What follows belongs to an exercise in optimizing a design on an open flow for small area, a short achievable clock period and few clock cycles; a production flow would make more cautious choices.
The RTL was checked by simulation tests, not by an equivalence proof against the original design.
Power and IR drop assume default switching activity.

==> tundra: inputs <==
// bfx
module bfx (
    input  wire        clk,
    input  wire        rst,           
    input  wire        src_valid,
    input  wire        src_end,
    input  wire [7:0]  src_char,
    output wire        src_ready,
    input  wire        start,
    input  wire        stop_req,
    input  wire        eof_bit,
    input  wire        budget_en,
    input  wire [19:0] step_budget,
    output wire        in_req,
    input  wire        in_ack,
    input  wire        in_eos,
    input  wire [7:0]  in_byte,
    output wire        out_valid,
    output wire [7:0]  out_data,
    input  wire        out_fail,
    output wire [1:0]  ld_status,     
    output wire [1:0]  err_kind,      
    output wire [11:0] err_pos,
    output wire [1:0]  run_state,     
    output wire [2:0]  fault_cause    
);
Settings: LEC_CHECK=0, CAP_MARGIN=20, CORE_MARGIN=2, CORE_UTILIZATION=40, CTS_BUF_LIST=sky130_fd_sc_hd__clkbuf_16, CTS_CLUSTER_DIAMETER=80, CTS_CLUSTER_SIZE=30, PLACE_DENSITY=0.6, SETUP_SLACK_MARGIN=4, SLEW_MARGIN=20; clock period 9.0 ns.
run.sh (not shown) runs the stock make flow with config.mk's settings and CLKGATE_MAP_FILE= SYNTH_SCRIPT=/design/flow/synth_recipe.tcl, a recipe that flattens the netlist after the stock synthesis.
==> inputs of indigo, as changes to tundra <==
--- a/flow/design.v
+++ b/flow/design.v
@@ -41,19 +41,17 @@
     reg [11:0]   c;                
     reg [IW:0]   sp;               
     reg          bv_q;             
     reg          bend_q;           
     reg          bcmd_q;           
     reg [2:0]    bop_q;            
     reg [IW+1:0] ent_e [0:63];
     reg [IW+1:0] ent_o [0:63];
-    reg [63:0]   hf;
-    reg [3:0]    hv [0:15];
-    reg [4:0]    hvp;              
+    reg [3:0]    pos_hi [0:63];
     reg [511:0]  ring;
     reg          dr_q, dl_q;
     reg [IW:0]   ip_q;             
     reg [IW:0]   ip1_q;            
     wire         odd  = ip_q[0];
     wire [IW+1:0] ee  = ent_e[ip1_q[IW-1:1]];
     wire [IW+1:0] eo  = ent_o[ip_q[IW-1:1]];
     wire [IW+1:0] eA  = odd ? eo : ee;
@@ -82,19 +80,16 @@
     wire [IW-1:0] top    = ip_q[IW-1:0];
     wire [IW-1:0] link   = jA;             
     wire [IW-1:0] k7     = k[IW-1:0];
     wire         self_lp = (top == k7 - 1'b1);
     wire ld_store = bv_q && !bend_q && !skip && bcmd_q &&
                     (k != PROG_MAX) && !(is_close && sp == 0);
     wire push_st  = ld_store && is_open;
     wire pop_st   = ld_store && is_close;
-    wire [4:0]   hvp_m1  = hvp - 1'b1;
-    wire [3:0]   top_hi  = hv[hvp_m1[3:0]];
-    wire         new_hi  = (hvp == 5'd0) || (c[11:8] != top_hi);
     always @(posedge clk) begin
         if (rst) begin
             bv_q <= 1'b0;
         end else begin
             bv_q   <= src_valid;
             bend_q <= src_end;
             bcmd_q <= dc[3];
             bop_q  <= dc[2:0];
@@ -102,35 +97,33 @@
     end
     always @(posedge clk) begin
         if (rst) begin
             ld_q       <= LD_UNLOADED;
             ld_err_q   <= 1'b0;
             err_kind_q <= 2'd0;
             err_pos_q  <= 12'd0;
             len_q      <= {(IW+1){1'b0}};
-            hvp        <= 5'd0;
             k          <= {(IW+1){1'b0}};
             c          <= 12'd0;
             sp         <= {(IW+1){1'b0}};
         end else begin
             if (bv_q) begin
                 if (bend_q) begin
                     len_q    <= k;
-                    hvp      <= 5'd0;
                     k        <= {(IW+1){1'b0}};
                     c        <= 12'd0;
                     sp       <= {(IW+1){1'b0}};
                     ld_err_q <= 1'b0;
                     if (skip) begin
                         ld_q <= LD_FAILED;
                     end else if (sp != 0) begin
                         ld_q       <= LD_FAILED;
                         err_kind_q <= 2'd2;
-                        err_pos_q  <= {top_hi, ring[448], ring[384], ring[320],
+                        err_pos_q  <= {pos_hi[sp_m1[5:0]], ring[448], ring[384], ring[320],
                                        ring[256], ring[192], ring[128], ring[64], ring[0]};
                     end else begin
                         ld_q <= LD_LOADED;
                     end
                 end else begin
                     c <= c + 1'b1;
                     if (!skip && bcmd_q) begin
                         if (k == PROG_MAX) begin
@@ -138,26 +131,18 @@
                             err_kind_q <= 2'd3;
                             err_pos_q  <= c;
                         end else if (is_close && sp == 0) begin
                             ld_err_q   <= 1'b1;
                             err_kind_q <= 2'd1;
                             err_pos_q  <= c;
                         end else begin
                             k <= k + 1'b1;
-                            if (is_open) begin
-                                sp <= sp + 1'b1;
-                                hf <= {hf[62:0], new_hi};
-                                if (new_hi) hvp <= hvp + 1'b1;
-                            end
-                            if (is_close) begin
-                                sp <= sp - 1'b1;
-                                hf <= {1'b0, hf[63:1]};
-                                if (hf[0]) hvp <= hvp_m1;
-                            end
+                            if (is_open)  sp <= sp + 1'b1;
+                            if (is_close) sp <= sp - 1'b1;
                         end
                     end
                 end
             end
             if (src_valid) begin
                 ld_q <= LD_LOADING;
                 if (ld_q != LD_LOADING) begin
                     err_kind_q <= 2'd0;
@@ -176,29 +161,28 @@
     always @(posedge clk) begin
         if (ld_store) begin
             if (k7[0]) ent_o[k7[IW-1:1]] <= went;
             else       ent_e[k7[IW-1:1]] <= went;
             if (is_close) begin
                 if (top[0]) ent_o[top[IW-1:1]][IW-1:0] <= wx;
                 else        ent_e[top[IW-1:1]][IW-1:0] <= wx;
             end
-            if (is_open && new_hi)
-                hv[hvp[3:0]] <= c[11:8];
+            if (is_open)
+                pos_hi[sp[5:0]] <= c[11:8];
         end
     end
     assign ld_status = ld_q;
     assign err_kind  = err_kind_q;
     assign err_pos   = err_pos_q;
     localparam R_IDLE = 2'd0, R_RUN = 2'd1, R_HALT = 2'd2, R_FAULT = 2'd3;
     reg [1:0]    rs_q;             
     reg          wait_q;           
     reg [2:0]    cause_q;
     reg [PW-1:0] ptr_q;            
-    reg [PW-1:0] ptrp_q, ptrm_q;   
     reg [PW-1:0] lo_q, hi_q;       
     reg [19:0]   rem_q;            
     reg          ben_q, eof_q, stop_q;
     reg [7:0]    in_buf_q;         
     reg [2:0]    in_rem_q;
     reg          in_eos_q;
     reg [7:0]    out_buf_q;        
     reg [2:0]    out_cnt_q;
@@ -306,18 +290,16 @@
             pend_q  <= 1'b0;
         end else if (start && ld_q == LD_LOADED) begin
             rs_q      <= (len_q == 0) ? R_HALT : R_RUN;
             wait_q    <= 1'b0;
             cause_q   <= 3'd0;
             ip_q      <= {(IW+1){1'b0}};
             ip1_q     <= {{IW{1'b0}}, 1'b1};
             ptr_q     <= PTR_ZERO;
-            ptrp_q    <= PTR_ZERO + 1'b1;
-            ptrm_q    <= PTR_ZERO - 1'b1;
             lo_q      <= PTR_ZERO;
             hi_q      <= PTR_ZERO;
             rem_q     <= step_budget;
             ben_q     <= budget_en;
             eof_q     <= eof_bit;
             stop_q    <= 1'b0;
             in_rem_q  <= 3'd0;
             in_eos_q  <= 1'b0;
@@ -416,25 +398,21 @@
                                 nip  = tgtB1;
                                 nip1 = tgtB2;
                             end
                         end
                     end
                 end
             end
             if (rot_r) begin
-                ptr_q  <= ptrp_q;
-                ptrp_q <= ptrp_q + 1'b1;
-                ptrm_q <= ptr_q;
+                ptr_q <= ptr_q + 1'b1;
                 if (at_hi) hi_q <= hi_q + 1'b1;
             end
             if (rot_l) begin
-                ptr_q  <= ptrm_q;
-                ptrm_q <= ptrm_q - 1'b1;
-                ptrp_q <= ptr_q;
+                ptr_q <= ptr_q - 1'b1;
                 if (at_lo) lo_q <= lo_q - 1'b1;
             end
             if (consume_in && in_have) begin
                 in_buf_q <= {1'b0, in_buf_q[7:1]};
                 in_rem_q <= in_rem_q - 1'b1;
             end
             if (fetch_in) begin
                 if (in_eos) in_eos_q <= 1'b1;
CTS_BUF_LIST = not set   (was sky130_fd_sc_hd__clkbuf_16)
CTS_CLUSTER_DIAMETER = not set   (was 80)
CTS_CLUSTER_SIZE = not set   (was 30)
==> inputs of willow, as changes to tundra <==
ABC_CLOCK_PERIOD_IN_PS = 4000   (was not set)
CTS_BUF_LIST = not set   (was sky130_fd_sc_hd__clkbuf_16)
CTS_CLUSTER_DIAMETER = not set   (was 80)
CTS_CLUSTER_SIZE = not set   (was 30)
==> run summary <==
	willow	tundra	indigo
Multiplexer share of the synthesized area	0.0697	0.0697	0.0799
Routed wire length per instance	25.1 um	25.3 um	26.9 um
Number of synthesized flops with an enable pin	1877	1877	1987
Worst endpoint required time	9.44 ns	9.45 ns	9.61 ns
Share of the yosys chip area belonging to registers	0.631	0.631	0.639
Global Route Usage Sum	0.234	0.231	0.244
Library cell with the highest instance count after synthesis	nand2_1	nand2_1	edfxtp_1
Fraction of met2 tracks used by global routing	0.345	0.345	0.380
Placement Setup Slack	1.61 ns	1.61 ns	1.93 ns
Slew at the pin closest to its max-slew limit	1.30 ns	1.27 ns	1.22 ns
Minimum clock period	5.12 ns	5.14 ns	5.79 ns
Maximum fanout along the worst path	18	18	7
FF-to-FF path depth	13	13	27
Slew HR	0.133	0.145	0.186
Clock network latency to the later pin of the worst-skew pair	0.89 ns	0.85 ns	0.90 ns
Status	no timing/DRC/antenna violations	no timing/DRC/antenna violations	no timing/DRC/antenna violations
Met1 Track Usage GR	0.333	0.332	0.323
Most common cell after layout, fill and taps aside	nand2_1	nand2_1	edfxtp_1
Plain + repair buffers	360	373	370
Detailed Place HPWL	178000 um	178000 um	197000 um
Seq/total area	0.549	0.563	0.562
Chip Height	484 um	484 um	494 um
Mean instance size in the synthesized netlist	11.3 um^2	11.3 um^2	12.0 um^2
Smallest hold slack	0.461 ns	0.475 ns	0.452 ns
Testbench counts of tundra, summed over its fixed seeds: cycles 89,341.
Testbench counts of indigo, summed over its fixed seeds: cycles 89,341.
Testbench counts of willow, summed over its fixed seeds: cycles 89,341.

* * *

==> inputs of job 7145 <==
bfx, a different RTL version from the one above (not shown whole).
Settings: LEC_CHECK=0, ABC_CLOCK_PERIOD_IN_PS=4000, CAP_MARGIN=20, CORE_MARGIN=2, CORE_UTILIZATION=40, CTS_BUF_LIST=sky130_fd_sc_hd__clkbuf_16, CTS_CLUSTER_DIAMETER=60, CTS_CLUSTER_SIZE=16, PLACE_DENSITY=0.6, SETUP_SLACK_MARGIN=4, SLEW_MARGIN=20; clock period 9.0 ns.
==> job 9144 (differences from job 7145) <==
Settings changed: SETUP_SLACK_MARGIN 4 to 5.
==> qor summary <==
| metric | job 9144 | job 7145 |
|---|---|---|
| Share of the final layout cell area in multi-input gates | 32.6% | 31.8% |
| Total Power | 0.0179 W | 0.0179 W |
| Worst hold endpoint | out_buf_q[1] | out_buf_q[4] |
| Critical path fanouts, max | 12 | 42 |
| Area of the multi-input gates | 35,300 sq um | 32,900 sq um |
| Status | complete, no violations | complete, no violations |
| DP Area | 96,200 sq um | 96,000 sq um |
| Post-route cell area | 108,000 sq um | 104,000 sq um |
| Count of plain and timing-repair buffers | 486 | 287 |
| Total number of multi-input combinational cells | 5,566 | 5,559 |
| Filler cell count | 20,373 | 20,882 |
| Post-route setup slack | 4.11 ns | 3.95 ns |
| Total wire length | 290,000 um | 279,000 um |
| FF-to-FF setup slack | 4.11 ns | 3.95 ns |
| Global-route met2 utilization | 35.9% | 34.5% |
| Switching power | 0.00401 W | 0.00404 W |
| Proportion of power drawn by flip-flops and latches | 56.0% | 55.9% |
| Max Clock Freq | 204 MHz | 198 MHz |
| GRT Overall Usage | 23.8% | 23.1% |
| Detailed-route via count | 67,523 | 65,709 |
| GR Layer Usage met3 | 5.36% | 4.78% |
Testbench counts of job 7145, summed over its fixed seeds: cycles 89,341.
Testbench counts of job 9144, summed over its fixed seeds: cycles 89,341.

==> re-timing with driven ports <==
The results above use ideal ports. As a check the final layouts listed here were re-extracted and re-timed, cells and wires unchanged. Step 1 assumes that a clkbuf_16 drives the clock port and a buf_2 every other input. Step 2 times the ports against the registers' clock, not the clock port: input delays grow and output delays shrink by t, the midpoint of the rising clock arrivals with the driver on. Three values: ideal ports, drivers, drivers and shift; two values: the first two.
| run | t (ns) | setup WS [ns] | slew at the worst register clock pin (ns) |
|---|---|---|---|
| tundra | 0.912 | 3.861 / 3.861 / 3.555 | 0.12 / 0.12 |
| indigo | 0.960 | 3.210 / 3.210 / 3.195 | 0.07 / 0.07 |
| willow | 0.943 | 3.879 / 3.879 / 3.395 | 0.07 / 0.07 |
| job 7145 | 0.934 | 3.954 / 3.954 / 3.954 | 0.08 / 0.08 |
| job 9144 | 0.929 | 4.109 / 4.109 / 3.859 | 0.08 / 0.08 |
After both steps every run listed still meets setup and hold. The setup slack of willow, which loses most, moves by 0.000 ns with the drivers and by -0.484 ns with both steps.
